This is an optimization exercise on Yosys and OpenROAD, whose aim is small area, a short achievable clock period and few clock cycles per item, not a production implementation. The RTL was checked by simulation tests, not by an equivalence proof against the original design. Power and IR drop assume default switching activity.

## oak
// frame_extractor
module frame_extractor (
    input  wire        clk,
    input  wire        rst,
    input  wire        start,
    input  wire [23:0] cfg_raw_len,
    input  wire [31:0] cfg_start_off,
    input  wire [15:0] cfg_payload_len,
    input  wire [31:0] cfg_expected_len,
    output wire        busy,
    input  wire        in_valid,
    output wire        in_ready,
    input  wire [31:0] in_data,
    output reg         out_valid,
    output reg  [31:0] out_data,
    output reg  [2:0]  out_count,
    output wire        done,
    output wire        res_ok,
    output wire [23:0] res_len
);
Size in the first run: about 1400 cells after synthesis, ~230 flip-flops, about 200 I/O pins, roughly 13000 um2 of cells after synthesis.
==> flow/config.mk <==
export PLATFORM = sky130hd
export DESIGN_NAME = frame_extractor
export DESIGN_NICKNAME = frame_extractor
export VERILOG_FILES = /design/flow/design.v
export SDC_FILE = /design/flow/constraint.sdc
export NUM_CORES = 4
export LEC_CHECK = 0
export CAP_MARGIN = 20
export CORE_MARGIN = 2
export CORE_UTILIZATION = 40
export PLACE_DENSITY = 0.6
export SLEW_MARGIN = 20
==> flow/constraint.sdc <==
create_clock -name core_clock -period 10.0 [get_ports {clk}]
set_input_delay 2.0000 -clock core_clock [delete_from_list [all_inputs] [get_ports {clk}]]
set_output_delay 2.0000 -clock core_clock [all_outputs]
set_load 0.01 [all_outputs]
standard.sh (not shown) runs the stock make flow with config.mk's settings and CLKGATE_MAP_FILE= SYNTH_SCRIPT=/design/flow/synth_recipe.tcl, a recipe that flattens the netlist after the stock synthesis.
==> flow/flow/run.sh <==
#!/bin/bash
# Standard ORFS flow (the standard.sh), with smaller port buffers, a
# leaner clock tree and timing repair aimed below the clock period. Each
# tool's full log stays under orfs/logs; make's own output goes to
# flow_make.log.
set -euo pipefail
bash standard.sh \
  "BUFFER_PORTS_ARGS=-buffer_cell sky130_fd_sc_hd__buf_1" \
  "CTS_ARGS=-sink_clustering_enable -repair_clock_nets -buf_list sky130_fd_sc_hd__clkbuf_8 -sink_clustering_size 16 -sink_clustering_max_diameter 70 -dont_use_dummy_load" \
  SETUP_SLACK_MARGIN=6.8 \
  finish > flow_make.log 2>&1
Testbench counts of oak, summed over its fixed seeds: cycles 21,210, bytes 81,204.
### oak -> pine
--- a/flow/design.v
+++ b/flow/design.v
@@ -37,13 +37,12 @@
     reg [1:0]  o_q;
     reg [2:0]  rc_q;          
     reg [2:0]  ccs_q;         
     reg        rle4_q;        
     reg        ha_q, hb_q, hc_q;
     reg [8:0]  seq_q;         
-    reg        srch_q, m2_q, m3_q;
     reg        rle8_q;        
     reg        plen_lt16;     
     reg [23:0] out_len;       
     reg [23:0] dexp_q;        
     assign busy     = busy_o;
     assign in_ready = rdy_q;
@@ -70,20 +69,22 @@
     wire en0 = (b0 == ~sq), en1 = (b1 == ~sq), en2 = (b2 == ~sq), en3 = (b3 == ~sq);
     wire e1q2 = (b2 == seq1[7:0]);
     wire e1q3 = (b3 == seq1[7:0]);
     wire e1n3 = (b3 == ~seq1[7:0]);
     wire wn2 = (wn_q >= 3'd2), wn3 = (wn_q >= 3'd3), wn4 = wn_q[2];
     wire cs_all = cs_q && !rle4_q;                
-    wire srch   = srch_q;
+    wire srch   = !cs_all && !seq_q[8];
     wire [2:0] rc = rc_q;
+    wire r0     = (rc == 3'd0);
+    wire rle1   = (rc[2:1] == 2'd0);
     wire rle2   = !rc[2] && !(rc[1] && rc[0]);
     wire rle3   = !rc[2];
     wire hit0 = srch && ha_q && hb_q && en0;
     wire hit1 = srch && hc_q && eq0 && en1 && wn2;
-    wire hit2 = m2_q && e02_0 && eq1 && en2 && wn3;
-    wire hit3 = m3_q && e02_1 && eq2 && en3 && wn4;
+    wire hit2 = srch && e02_0 && eq1 && en2 && wn3 && (!cs_q || r0);
+    wire hit3 = srch && e02_1 && eq2 && en3 && wn4 && (!cs_q || rle1);
     reg  plen0, plen_hz;                            
     wire f0 = hit0;
     wire f1 = hit1;
     wire f2 = hit2 && !hit0;
     wire f3 = hit3 && !hit0 && !hit1;
     wire found = hit0 || hit1 || hit2 || hit3;
@@ -160,18 +161,12 @@
     wire [2:0] y1 = ple1 ? min3(rcn1, wn_in) : wn_in;
     wire [2:0] y2 = ple2 ? min3(rcn2, wn_in) : wn_in;
     wire [2:0] y3 = ple3 ? min3(rcn3, wn_in) : wn_in;
     wire [2:0] x_new = (f0 && pgt0) ? y0 : (f1 && pgt1) ? y1 : (f2 && pgt2) ? y2 :
                        (f3 && pgt3) ? y3 : 3'd0;
     wire [2:0] rc_new = f0 ? rcn0 : f1 ? rcn1 : f2 ? rcn2 : rcn3;
-    wire [8:0] seq2 = {seq_q[8:1] + 8'd1, seq_q[0]};
-    wire       cs_new = found && cont;
-    wire       sq8_new = found ? (t2 ? seq2[8] : seq1[8]) : seq_q[8];
-    wire       srch_h = !(cs_q && !rle4_now) && !seq_q[8];
-    wire       srch_a = rle4_all && !seq_q[8];
-    wire       srch_n = !(cs_new && !rle4_new) && !sq8_new;
     always @(posedge clk) begin
         wbuf      <= in_data;
         wn_q      <= wn_in;
         c0        <= (plen_lt8 && pl < av0) ? pl : av0;
         c1        <= (plen_lt8 && pl < av1) ? pl : av1;
         c2        <= (plen_lt8 && pl < av2) ? pl : av2;
@@ -217,62 +212,50 @@
             skip_inf_q <= (cfg_start_off[31:24] != 8'd0);
             rle4_q     <= 1'b0;
             ha_q       <= 1'b0;
             hb_q       <= 1'b0;
             hc_q       <= 1'b0;
             seq_q      <= 9'd1;
-            srch_q     <= 1'b0;
-            m2_q       <= 1'b0;
-            m3_q       <= 1'b0;
             out_len    <= 24'd0;
         end else begin
             if (accept) begin
                 rem_q  <= rem_q - 24'd4;
                 rge4_q <= rem_ge8;
                 rgt4_q <= rem_gt8;
             end
             if (!wv_q) begin
                 rle4_q   <= rle4_now;
-                srch_q   <= srch_h;
-                m2_q     <= srch_h && (!cs_q || rc_q == 3'd0);
-                m3_q     <= srch_h && (!cs_q || rc_q[2:1] == 2'd0);
                 rle8_q   <= r_le8 && !skip_inf_q;
                 ccs_q    <= x_hold;
                 res_ok_q <= !exp_hi_q && dx_hz && (dexp_q[2:0] == 3'd0);
             end else begin
                 res_ok_q <= !exp_hi_q && dx_hz && ok_lo;
                 out_len  <= ol_n;
                 dexp_q   <= dx_n;
                 if (cs_all) begin
                     r_q    <= r_m4;
                     rc_q   <= rc_m4;
                     ccs_q  <= x_all;
                     rle4_q <= rle4_all;
-                    srch_q <= srch_a;
-                    m2_q   <= srch_a && (rc_m4 == 3'd0);
-                    m3_q   <= srch_a && (rc_m4[2:1] == 2'd0);
                     rle8_q <= r_le12 && !skip_inf_q;
                     ha_q   <= 1'b0;
                     hb_q   <= 1'b0;
                     hc_q   <= 1'b0;
                 end else begin
                     cs_q   <= found && cont;
                     copy_q <= 1'b1;
                     r_q    <= {8'd0, plen_q};
                     o_q    <= onew;
                     rc_q   <= rc_new;
                     ccs_q  <= x_new;
                     rle4_q <= rle4_new;
-                    srch_q <= srch_n;
-                    m2_q   <= srch_n && (!cs_new || rc_new == 3'd0);
-                    m3_q   <= srch_n && (!cs_new || rc_new[2:1] == 2'd0);
                     rle8_q <= rle8_new;
                     ha_q   <= qle2 && e02_2;
                     hb_q   <= found ? e1q3 : eq3;
                     hc_q   <= qle3 && e02_3;
                     if (found)
-                        seq_q <= t2 ? seq2 : seq1;
+                        seq_q <= t2 ? {seq_q[8:1] + 8'd1, seq_q[0]} : seq1;
                 end
             end
         end
     end
 endmodule
## What came out
Via count of the first global-routing pass, pine vs oak: down by a few percent. In the reports for pine and oak, the smaller critical path depth belongs to oak. ~same number of cells produced by synthesis in pine and oak. The lower area growth from synthesis to layout came out of oak. Compared with oak, pine shows a lower clock share of power.
Testbench counts of pine, summed over its fixed seeds: cycles 21,210, bytes 81,204.

---

yarrow:
Starting RTL as in the previous note.
Settings: LEC_CHECK=0, CAP_MARGIN=20, CORE_MARGIN=2, CORE_UTILIZATION=40, PLACE_DENSITY=0.6, SLEW_MARGIN=20; clock period 10.0 ns.
==> flow/flow/run.sh <==
#!/bin/bash
# Standard ORFS flow (the standard.sh), with smaller port buffers, a
# leaner clock tree and timing repair aimed below the clock period. Each
# tool's full log stays under orfs/logs; make's own output goes to
# flow_make.log.
set -euo pipefail
bash standard.sh \
  "BUFFER_PORTS_ARGS=-buffer_cell sky130_fd_sc_hd__buf_1" \
  "CTS_ARGS=-sink_clustering_enable -repair_clock_nets -buf_list sky130_fd_sc_hd__clkbuf_8 -sink_clustering_size 16 -sink_clustering_max_diameter 70 -dont_use_dummy_load" \
  SETUP_SLACK_MARGIN=6.5 \
  finish > flow_make.log 2>&1
Testbench counts of yarrow, summed over its fixed seeds: cycles 21,210, bytes 81,204.
## Diff of input files: sierra against yarrow
-- flow/design.v --
<<< yarrow, line 41
    reg        ha_q, hb_q, hc_q;
    reg [8:0]  seq_q;         
    reg        srch_q, m2_q, m3_q;
    reg        rle8_q;        
    reg        plen_lt16;     
>>> sierra, line 41
    reg        ha_q, hb_q, hc_q;
    reg [8:0]  seq_q;         
    reg        rle8_q;        
    reg        plen_lt16;     
<<< yarrow, line 74
    wire wn2 = (wn_q >= 3'd2), wn3 = (wn_q >= 3'd3), wn4 = wn_q[2];
    wire cs_all = cs_q && !rle4_q;                
    wire srch   = srch_q;
    wire [2:0] rc = rc_q;
    wire rle2   = !rc[2] && !(rc[1] && rc[0]);
    wire rle3   = !rc[2];
    wire hit0 = srch && ha_q && hb_q && en0;
    wire hit1 = srch && hc_q && eq0 && en1 && wn2;
    wire hit2 = m2_q && e02_0 && eq1 && en2 && wn3;
    wire hit3 = m3_q && e02_1 && eq2 && en3 && wn4;
    reg  plen0, plen_hz;                            
    wire f0 = hit0;
>>> sierra, line 73
    wire wn2 = (wn_q >= 3'd2), wn3 = (wn_q >= 3'd3), wn4 = wn_q[2];
    wire cs_all = cs_q && !rle4_q;                
    wire srch   = !cs_all && !seq_q[8];
    wire [2:0] rc = rc_q;
    wire r0     = (rc == 3'd0);
    wire rle1   = (rc[2:1] == 2'd0);
    wire rle2   = !rc[2] && !(rc[1] && rc[0]);
    wire rle3   = !rc[2];
    wire hit0 = srch && ha_q && hb_q && en0;
    wire hit1 = srch && hc_q && eq0 && en1 && wn2;
    wire hit2 = srch && e02_0 && eq1 && en2 && wn3 && (!cs_q || r0);
    wire hit3 = srch && e02_1 && eq2 && en3 && wn4 && (!cs_q || rle1);
    reg  plen0, plen_hz;                            
    wire f0 = hit0;
<<< yarrow, line 164
                       (f3 && pgt3) ? y3 : 3'd0;
    wire [2:0] rc_new = f0 ? rcn0 : f1 ? rcn1 : f2 ? rcn2 : rcn3;
    wire [8:0] seq2 = {seq_q[8:1] + 8'd1, seq_q[0]};
    wire       cs_new = found && cont;
    wire       sq8_new = found ? (t2 ? seq2[8] : seq1[8]) : seq_q[8];
    wire       srch_h = !(cs_q && !rle4_now) && !seq_q[8];
    wire       srch_a = rle4_all && !seq_q[8];
    wire       srch_n = !(cs_new && !rle4_new) && !sq8_new;
    always @(posedge clk) begin
        wbuf      <= in_data;
>>> sierra, line 165
                       (f3 && pgt3) ? y3 : 3'd0;
    wire [2:0] rc_new = f0 ? rcn0 : f1 ? rcn1 : f2 ? rcn2 : rcn3;
    always @(posedge clk) begin
        wbuf      <= in_data;
<<< yarrow, line 221
            hc_q       <= 1'b0;
            seq_q      <= 9'd1;
            srch_q     <= 1'b0;
            m2_q       <= 1'b0;
            m3_q       <= 1'b0;
            out_len    <= 24'd0;
        end else begin
>>> sierra, line 216
            hc_q       <= 1'b0;
            seq_q      <= 9'd1;
            out_len    <= 24'd0;
        end else begin
<<< yarrow, line 233
            if (!wv_q) begin
                rle4_q   <= rle4_now;
                srch_q   <= srch_h;
                m2_q     <= srch_h && (!cs_q || rc_q == 3'd0);
                m3_q     <= srch_h && (!cs_q || rc_q[2:1] == 2'd0);
                rle8_q   <= r_le8 && !skip_inf_q;
                ccs_q    <= x_hold;
>>> sierra, line 225
            if (!wv_q) begin
                rle4_q   <= rle4_now;
                rle8_q   <= r_le8 && !skip_inf_q;
                ccs_q    <= x_hold;
<<< yarrow, line 248
                    ccs_q  <= x_all;
                    rle4_q <= rle4_all;
                    srch_q <= srch_a;
                    m2_q   <= srch_a && (rc_m4 == 3'd0);
                    m3_q   <= srch_a && (rc_m4[2:1] == 2'd0);
                    rle8_q <= r_le12 && !skip_inf_q;
                    ha_q   <= 1'b0;
>>> sierra, line 237
                    ccs_q  <= x_all;
                    rle4_q <= rle4_all;
                    rle8_q <= r_le12 && !skip_inf_q;
                    ha_q   <= 1'b0;
<<< yarrow, line 263
                    ccs_q  <= x_new;
                    rle4_q <= rle4_new;
                    srch_q <= srch_n;
                    m2_q   <= srch_n && (!cs_new || rc_new == 3'd0);
                    m3_q   <= srch_n && (!cs_new || rc_new[2:1] == 2'd0);
                    rle8_q <= rle8_new;
                    ha_q   <= qle2 && e02_2;
>>> sierra, line 249
                    ccs_q  <= x_new;
                    rle4_q <= rle4_new;
                    rle8_q <= rle8_new;
                    ha_q   <= qle2 && e02_2;
<<< yarrow, line 271
                    hc_q   <= qle3 && e02_3;
                    if (found)
                        seq_q <= t2 ? seq2 : seq1;
                end
            end
>>> sierra, line 254
                    hc_q   <= qle3 && e02_3;
                    if (found)
                        seq_q <= t2 ? {seq_q[8:1] + 8'd1, seq_q[0]} : seq1;
                end
            end
Findings:
sierra did not stop at any stage, and its layout met the timing, design-rule and antenna checks. The die extent in y reported for sierra is smaller than that of yarrow by about 0.7%. Relative to yarrow, the standby leakage power of sierra is higher by 0.063 nW. yarrow -> sierra: mean post-synth cell area decreased slightly. On proportion of layout cells with a drive suffix above 1, the higher figure sits with yarrow, not sierra. Clock sink count in sierra is 3 below yarrow. STATUS smallest hold slack: sierra loses against yarrow. Delta (sierra minus yarrow): count of cells resized by post-cts repair went down by 1, final setup slack of the worst path went up by 0.041 ns, time the worst path needs with I/O delays and setup went down by 0.041 ns, total global routing track utilization went down by 0.64 points.
Testbench counts of sierra, summed over its fixed seeds: cycles 21,210, bytes 81,204.

-- port drivers added, routing unchanged --
The flow's constraints put no driver on any port. The routed layouts listed below were extracted and timed again, unchanged, in two steps.
Step 1, drivers: a clkbuf_16 drives clk and a buf_2 each remaining input, both assumed.
Step 2 also shifts input and output timing later by t, the mid clock arrival at the registers, as if the neighbouring blocks saw the same clock.
a / b / c = no drivers / after step 1 / after step 2; a / b = the first two.
| run | t, ns | setup slack, ns | worst hold slack (ns) | worst setup path after step 2 | pins driven straight from the clock port |
|---|---|---|---|---|---|
| oak | 0.591 | 6.851 / 6.802 / 6.550 | 0.468 / 0.468 / 0.468 | input to register | 1 |
| pine | 0.576 | 6.734 / 6.734 / 6.567 | 0.473 / 0.473 / 0.473 | input to register | 1 |
| yarrow | 0.591 | 6.608 / 6.608 / 6.557 | 0.470 / 0.470 / 0.470 | input to register | 1 |
| sierra | 0.572 | 6.649 / 6.649 / 6.564 | 0.466 / 0.466 / 0.466 | input to register | 1 |
After both steps setup and hold are still met in every run listed. For oak, which loses most, drivers alone change the setup slack by -0.049 ns; drivers and shift together by -0.301 ns.
